From an optimization exercise on the open Yosys and OpenROAD flow, aimed at small area, a short achievable clock period and few clock cycles; shortcuts taken in it are not production practice. Function was checked by simulation only, so behaviour that the tests miss may differ from the original.

==> inputs of cedar <==
==> flow/design.v <==
module gf2_unit (
    input  wire        clk,
    input  wire        rst,       
    input  wire        start,     
    input  wire [2:0]  op,
    input  wire [63:0] a,         
    input  wire [63:0] b,         
    input  wire [63:0] m,         
    input  wire [6:0]  n,         
    output wire        ready,
    output reg         done,
    output wire [63:0] result,
    output wire        fault
);
    localparam integer K   = 8;           
    localparam integer KI  = 4;           
    localparam integer NCH = 64 / K;      
    localparam [6:0] C32  = 32 / K - 1,
                     C64  = 64 / K - 1,
                     C128 = 128 / K - 1;
    localparam [2:0] OP_CLMUL    = 3'd0,
                     OP_CLMULH   = 3'd1,
                     OP_GFDIV    = 3'd2,
                     OP_GFMOD    = 3'd3,
                     OP_GFMULMOD = 3'd4,
                     OP_GFINV    = 3'd5,
                     OP_GFDIVX32 = 3'd6;
    localparam [2:0] S_IDLE = 3'd0,
                     S_MUL  = 3'd1,
                     S_DIV  = 3'd2,
                     S_MONT = 3'd3,
                     S_INV  = 3'd4;
    reg [2:0]   state;
    reg [2:0]   op_r;
    reg [6:0]   n_r;
    reg [6:0]   cnt;
    reg         flt;
    reg         invr;              
    reg [7:0]   delta;             
    reg [63:0]  X, M, OH;
    reg [127:0] Z;
    reg [1:0]   VX, RX;            
    reg [K-1:0] GAM, MU;           
    assign ready = (state == S_IDLE);
    function [63:0] lead1;
        input [63:0] v;
        reg   [7:0]  g, gl;
        reg   [63:0] loc;
        integer      q, r;
        begin
            for (q = 0; q < 8; q = q + 1) begin
                g[q] = |v[8*q +: 8];
                for (r = 0; r < 8; r = r + 1)
                    loc[8*q+r] = v[8*q+r] && ((r == 7) ? 1'b1 : !(|(v[8*q +: 8] >> (r + 1))));
            end
            for (q = 0; q < 8; q = q + 1)
                gl[q] = g[q] && ((q == 7) ? 1'b1 : !(|(g >> (q + 1))));
            for (q = 0; q < 64; q = q + 1)
                lead1[q] = loc[q] && gl[q / 8];
        end
    endfunction
    wire        ld_mul  = (op == OP_CLMUL) || (op == OP_CLMULH) || (op == OP_GFMULMOD);
    wire [63:0] ld_src  = ld_mul ? b : a;                  
    wire [63:0] ld_div  = (op == OP_GFMULMOD) ? m : b;     
    reg  [NCH-1:0] ch_nz;
    reg  [2:0]     ld_top;       
    reg  [1:0]     ld_pn;
    integer        c0;
    always @* begin
        for (c0 = 0; c0 < NCH; c0 = c0 + 1)
            ch_nz[c0] = ld_mul ? |b[c0*K +: K] : |a[c0*K +: K];
        ld_top = 3'd0;
        for (c0 = 1; c0 < NCH; c0 = c0 + 1)
            if (ch_nz[c0]) ld_top = c0;
        if (ld_mul || b[63:K] != {(64-K){1'b0}} && b[63:2*K] == {(64-2*K){1'b0}})
            ld_pn = 2'd1;
        else if (b[63:K] == {(64-K){1'b0}})
            ld_pn = 2'd2;
        else
            ld_pn = (ld_top == 3'd0) ? 2'd1 : 2'd0;
    end
    reg  [63+2*K:0] ld_sh;
    integer         c1;
    always @* begin
        ld_sh = {{(2*K){1'b0}}, ld_src};
        for (c1 = 0; c1 < 3; c1 = c1 + 1)
            if (!ld_top[c1]) ld_sh = ld_sh << ((1 << c1) * K);
        if (ld_pn == 2'd0)      ld_sh = ld_sh << (2 * K);
        else if (ld_pn == 2'd1) ld_sh = ld_sh << K;
    end
    wire        a_one   = (a == 64'd1);
    wire        a_zero  = (a == 64'd0);
    wire        b_le1   = (b[63:1] == 63'd0);
    wire        inv_spc = (op == OP_GFINV) && (a_zero || b_le1);
    wire        x32_spc = (op == OP_GFDIVX32) && !b[0];
    wire        ld_flt  = (op == OP_GFINV) ?
                              (a_zero || (b == 64'd0 && !a_one) || (!b_le1 && !b[0] && !a[0])) :
                          (op == OP_GFDIVX32) ? !b[0] : 1'b0;
    wire [63:0] ohM = lead1(M);
    reg  [5:0]  dM;                 
    reg  [K-1:0] bet, gam, mu;
    reg          acc;
    integer      i, j;
    always @* begin
        dM = 6'd0;
        for (i = 0; i < 64; i = i + 1)
            if (ohM[i]) dM = dM | i[5:0];
        bet[0] = 1'b1;
        for (j = 1; j < K; j = j + 1) begin
            acc = 1'b0;
            for (i = j; i < 64; i = i + 1)
                acc = acc | (M[i-j] & ohM[i]);
            bet[j] = acc;
        end
        gam[0] = 1'b1;
        for (j = 1; j < K; j = j + 1) begin
            acc = 1'b0;
            for (i = 1; i <= j; i = i + 1)
                acc = acc ^ (bet[i] & gam[j-i]);
            gam[j] = acc;
        end
        mu[0] = 1'b1;
        for (j = 1; j < K; j = j + 1) begin
            acc = 1'b0;
            for (i = 1; i <= j; i = i + 1)
                acc = acc ^ (M[i] & mu[j-i]);
            mu[j] = acc;
        end
    end
    wire [63+K:0] E = {X, Z[127:128-K]};
    reg  [K-1:0]  dc, dt, mt;
    reg           acc2;
    integer       i2, j2;
    always @* begin
        for (j2 = 0; j2 < K; j2 = j2 + 1) begin
            acc2 = 1'b0;
            for (i2 = 0; i2 < 64; i2 = i2 + 1)
                acc2 = acc2 | (E[K-1-j2+i2] & OH[i2]);
            dc[j2] = acc2;
        end
        for (j2 = 0; j2 < K; j2 = j2 + 1) begin
            acc2 = dc[j2];
            for (i2 = 0; i2 < j2; i2 = i2 + 1)
                acc2 = acc2 ^ (dc[i2] & GAM[j2-i2]);
            dt[j2] = acc2;
            acc2 = X[j2];
            for (i2 = 0; i2 < j2; i2 = i2 + 1)
                acc2 = acc2 ^ (X[i2] & MU[j2-i2]);
            mt[j2] = acc2;
        end
    end
    wire          use_m = (state != S_MUL);
    wire [63:0]   Y     = use_m ? M : X;
    reg  [K-1:0]  coef;
    reg  [62+K:0] arr;
    integer       j3;
    always @* begin
        for (j3 = 0; j3 < K; j3 = j3 + 1)
            coef[j3] = (state == S_MUL)  ? Z[128-K+j3] :
                       (state == S_MONT) ? mt[j3] : dt[K-1-j3];
        arr = {(63+K){1'b0}};
        for (j3 = 0; j3 < K; j3 = j3 + 1)
            arr = arr ^ ({{(K-1){1'b0}}, Y & {64{coef[j3]}}} << j3);
    end
    wire [127:0]  z_mul  = (Z << K) ^ {{(65-K){1'b0}}, arr};
    wire [62+K:0] mont_s = {{(K-1){1'b0}}, X} ^ arr;
    wire [63:0]   mont_x = {1'b0, mont_s[62+K:K]};
    wire [63:0] Fr = M, Gr = X;
    wire [65:0] Vr = {VX, Z[63:0]}, Rr = {RX, Z[127:64]};
    reg  [KI-1:0] gw, fw, gs, ss, ngw;
    reg  [7:0]  dl, dl2;
    reg  [63:0] F2, G2, tF;
    reg  [65:0] V2, R2, tV;
    integer     p;
    always @* begin
        for (p = 0; p < KI; p = p + 1) begin
            gw[KI-1-p] = |(Gr & (OH >> p));
            fw[KI-1-p] = |(Fr & (OH >> p));
        end
        dl = delta;
        for (p = 0; p < KI; p = p + 1) begin
            gs[p] = gw[KI-1];
            ss[p] = !dl[7] && gw[KI-1];
            dl    = ss[p] ? ~dl : dl + 8'd1;
            ngw   = (gw ^ (fw & {KI{gw[KI-1]}})) << 1;
            if (ss[p]) fw = gw;
            gw    = ngw;
        end
        dl2 = dl;
        F2 = Fr; G2 = Gr; V2 = Vr; R2 = Rr;
        for (p = 0; p < KI; p = p + 1) begin
            tF = F2;
            if (ss[p]) F2 = G2;
            G2 = (G2 ^ (tF & {64{gs[p]}})) << 1;
            tV = V2;
            V2 = (ss[p] ? R2 : V2) >> 1;
            R2 = R2 ^ (tV & {66{gs[p]}});
        end
    end
    wire        inv_odd = (KI == 4) && dM[0];
    wire [65:0] r_init  = inv_odd ? {ohM, 2'b00} : {2'b00, ohM};
    wire [6:0]  inv_cnt = (KI == 4) ? {2'b0, dM[5:1]} + {6'd0, dM[0]} - 7'd1
                                    : {1'b0, dM} - 7'd1;
    wire [63:0] nmask = (n_r >= 7'd64) ? {64{1'b1}} : ~({64{1'b1}} << n_r[5:0]);
    wire   res_x  = (op_r == OP_GFMOD) || (op_r == OP_GFMULMOD) || (op_r == OP_GFDIVX32);
    assign result = res_x ? (X & nmask) : (op_r == OP_CLMULH) ? Z[127:64] : Z[63:0];
    assign fault  = flt || (invr && (M != OH));
    wire last = (cnt == 7'd0);
    always @(posedge clk) begin
        done <= 1'b0;
        if (rst) begin
            state <= S_IDLE;
        end else begin
            case (state)
            S_IDLE:
                if (start) begin
                    if (inv_spc || x32_spc) done  <= 1'b1;
                    else if (ld_mul)        state <= S_MUL;
                    else                    state <= S_DIV;
                end
            S_MUL:
                if (last) begin
                    if (op_r == OP_GFMULMOD) state <= S_DIV;
                    else begin done <= 1'b1; state <= S_IDLE; end
                end
            S_DIV:
                if (last) begin
                    if (op_r == OP_GFINV)         state <= S_INV;
                    else if (op_r == OP_GFDIVX32) state <= S_MONT;
                    else begin done <= 1'b1; state <= S_IDLE; end
                end
            default:  
                if (last) begin done <= 1'b1; state <= S_IDLE; end
            endcase
        end
    end
    always @(posedge clk) begin
        OH    <= (state == S_IDLE) ? 64'd0 : ohM;
        GAM   <= gam;
        MU    <= mu;
        delta <= dl2;
        cnt   <= cnt - 7'd1;
        case (state)
        S_IDLE: begin
            op_r <= op;
            n_r  <= (op == OP_GFDIVX32) ? 7'd64 : n;
            flt  <= ld_flt;
            invr <= (op == OP_GFINV) && !inv_spc;
            M    <= ld_div;
            X    <= ld_mul ? a : {{(64-K){1'b0}}, ld_sh[63+2*K:64+K]};
            cnt  <= (ld_pn == 2'd0) ? {4'd0, ld_top - 3'd1} :
                    (ld_pn == 2'd1 || ld_mul) ? {4'd0, ld_top} : {4'd0, ld_top} + 7'd1;
            Z    <= {ld_sh[63+K:K], ld_sh[K-1:0] & {K{!inv_spc}},
                     {(63-K){1'b0}}, inv_spc && a_one};
        end
        S_MUL: begin
            Z <= z_mul;
            if (last) begin
                X <= 64'd0;
                if (op_r == OP_GFMULMOD && z_mul[127:64] == 64'd0) begin
                    Z   <= {z_mul[63:0], 64'd0};
                    cnt <= C64;
                end else begin
                    cnt <= C128;
                end
            end
        end
        S_DIV: begin
            X <= E[63:0] ^ arr[63:0];
            Z <= {Z[127-K:0], coef};    
            if (last) begin
                if (op_r == OP_GFINV) Z <= {r_init[63:0], 64'd0};
                RX    <= r_init[65:64];
                VX    <= 2'b00;
                delta <= 8'hff;
                cnt   <= (op_r == OP_GFINV) ? inv_cnt : C32;
            end
        end
        S_MONT: begin
            X <= mont_x;
            Z <= {Z[127-K:0], coef};
        end
        default: begin  
            M  <= F2;
            X  <= G2;
            Z  <= {R2[63:0], V2[63:0]};
            RX <= R2[65:64];
            VX <= V2[65:64];
        end
        endcase
    end
endmodule
==> flow/run.sh <==
#!/bin/bash
# synth_recipe.tcl (not shown) runs the flow's synth.tcl, then flattens the netlist and writes it again
# the make line also repeats each setting of config.mk as NAME=value (left out here)
make -C /OpenROAD-flow-scripts/flow DESIGN_CONFIG=/design/flow/config.mk WORK_HOME=/design/flow/orfs CLKGATE_MAP_FILE= SYNTH_SCRIPT=/design/flow/synth_recipe.tcl finish
==> flow/config.mk <==
export PLATFORM = sky130hd
export DESIGN_NAME = gf2_unit
export DESIGN_NICKNAME = gf2_unit
export VERILOG_FILES = /design/flow/design.v
export SDC_FILE = /design/flow/constraint.sdc
export NUM_CORES = 4
export LEC_CHECK = 0
export ABC_AREA = 1
export CAP_MARGIN = 20
export CORE_MARGIN = 2
export CORE_UTILIZATION = 35
export PLACE_DENSITY = 0.55
export SETUP_SLACK_MARGIN = 4.5
export SLEW_MARGIN = 20
==> flow/constraint.sdc <==
create_clock -name core_clock -period 8.0 [get_ports {clk}]
set_input_delay 1.6000 -clock core_clock [delete_from_list [all_inputs] [get_ports {clk}]]
set_output_delay 1.6000 -clock core_clock [all_outputs]
set_load 0.01 [all_outputs]
==> tundra: changes against cedar <==
Settings changed: CORE_UTILIZATION 35 to 25, PLACE_DENSITY 0.55 to 0.45, SETUP_SLACK_MARGIN 4.5 to 3.5.
==> key figures <==
Place
  – Placed insts: 14000
  – Place WS: 1.60 ns

GRT
  – GRT met3 Usage: 59.7%
  – Grt met2 use: 88.4%
  – Largest net degree at the start of global routing: 136

Run status
  – Outcome: did not finish
  – Error: [ERROR GRT-0116] Global routing finished with congestion. Check the congestion regions in the DRC Viewer.
  – Stopping stage: 5_1_grt

Clock network
  – Cts bufs inserted: 59
(the above is from cedar)
==> key figures <==
Run status
  – Outcome: timing/DRC/antenna clean

Place
  – Placed insts: 15200
  – Place WS: 1.46 ns

GRT
  – Largest net degree at the start of global routing: 121

Route
  – 1st-pass router iterations: 12
  – ANT nets after route: 0

Min path
  – Hold depth: 2

Clock network
  – Cts bufs inserted: 60

Synthesis
  – Mux contribution to synthesized area: 0%
  – Post-synth ARST share: 0%
(the above is from tundra)
Testbench counts of cedar, summed over its fixed seeds: cycles 11,250.
Testbench counts of tundra, summed over its fixed seeds: cycles 11,250.

## static timing again, ports no longer ideal
No port has a modelled driver above. Below, the same layout with a new extraction and two added sets of constraints. Step 1: set_driving_cell puts a clkbuf_16 on clk and a buf_2 on each other input, an assumption about the parent block. Step 2 adds t to the input delays and takes it off the output delays; t is the mean of the earliest and latest rising clock arrival at the registers after step 1. Input paths then give back, and output paths get back, about the clock's delay inside the block. Three values: no drivers, after step 1, after step 2; two values: the first two.
run: tundra
t (ns): 0.863
slack for setup (ns): 2.856 / 2.752 / 2.549
worst data-port slew with drivers (ns): 0.13
After both steps tundra still meets setup and hold. For tundra, drivers alone change the setup slack by -0.104 ns; drivers and shift together by -0.307 ns.
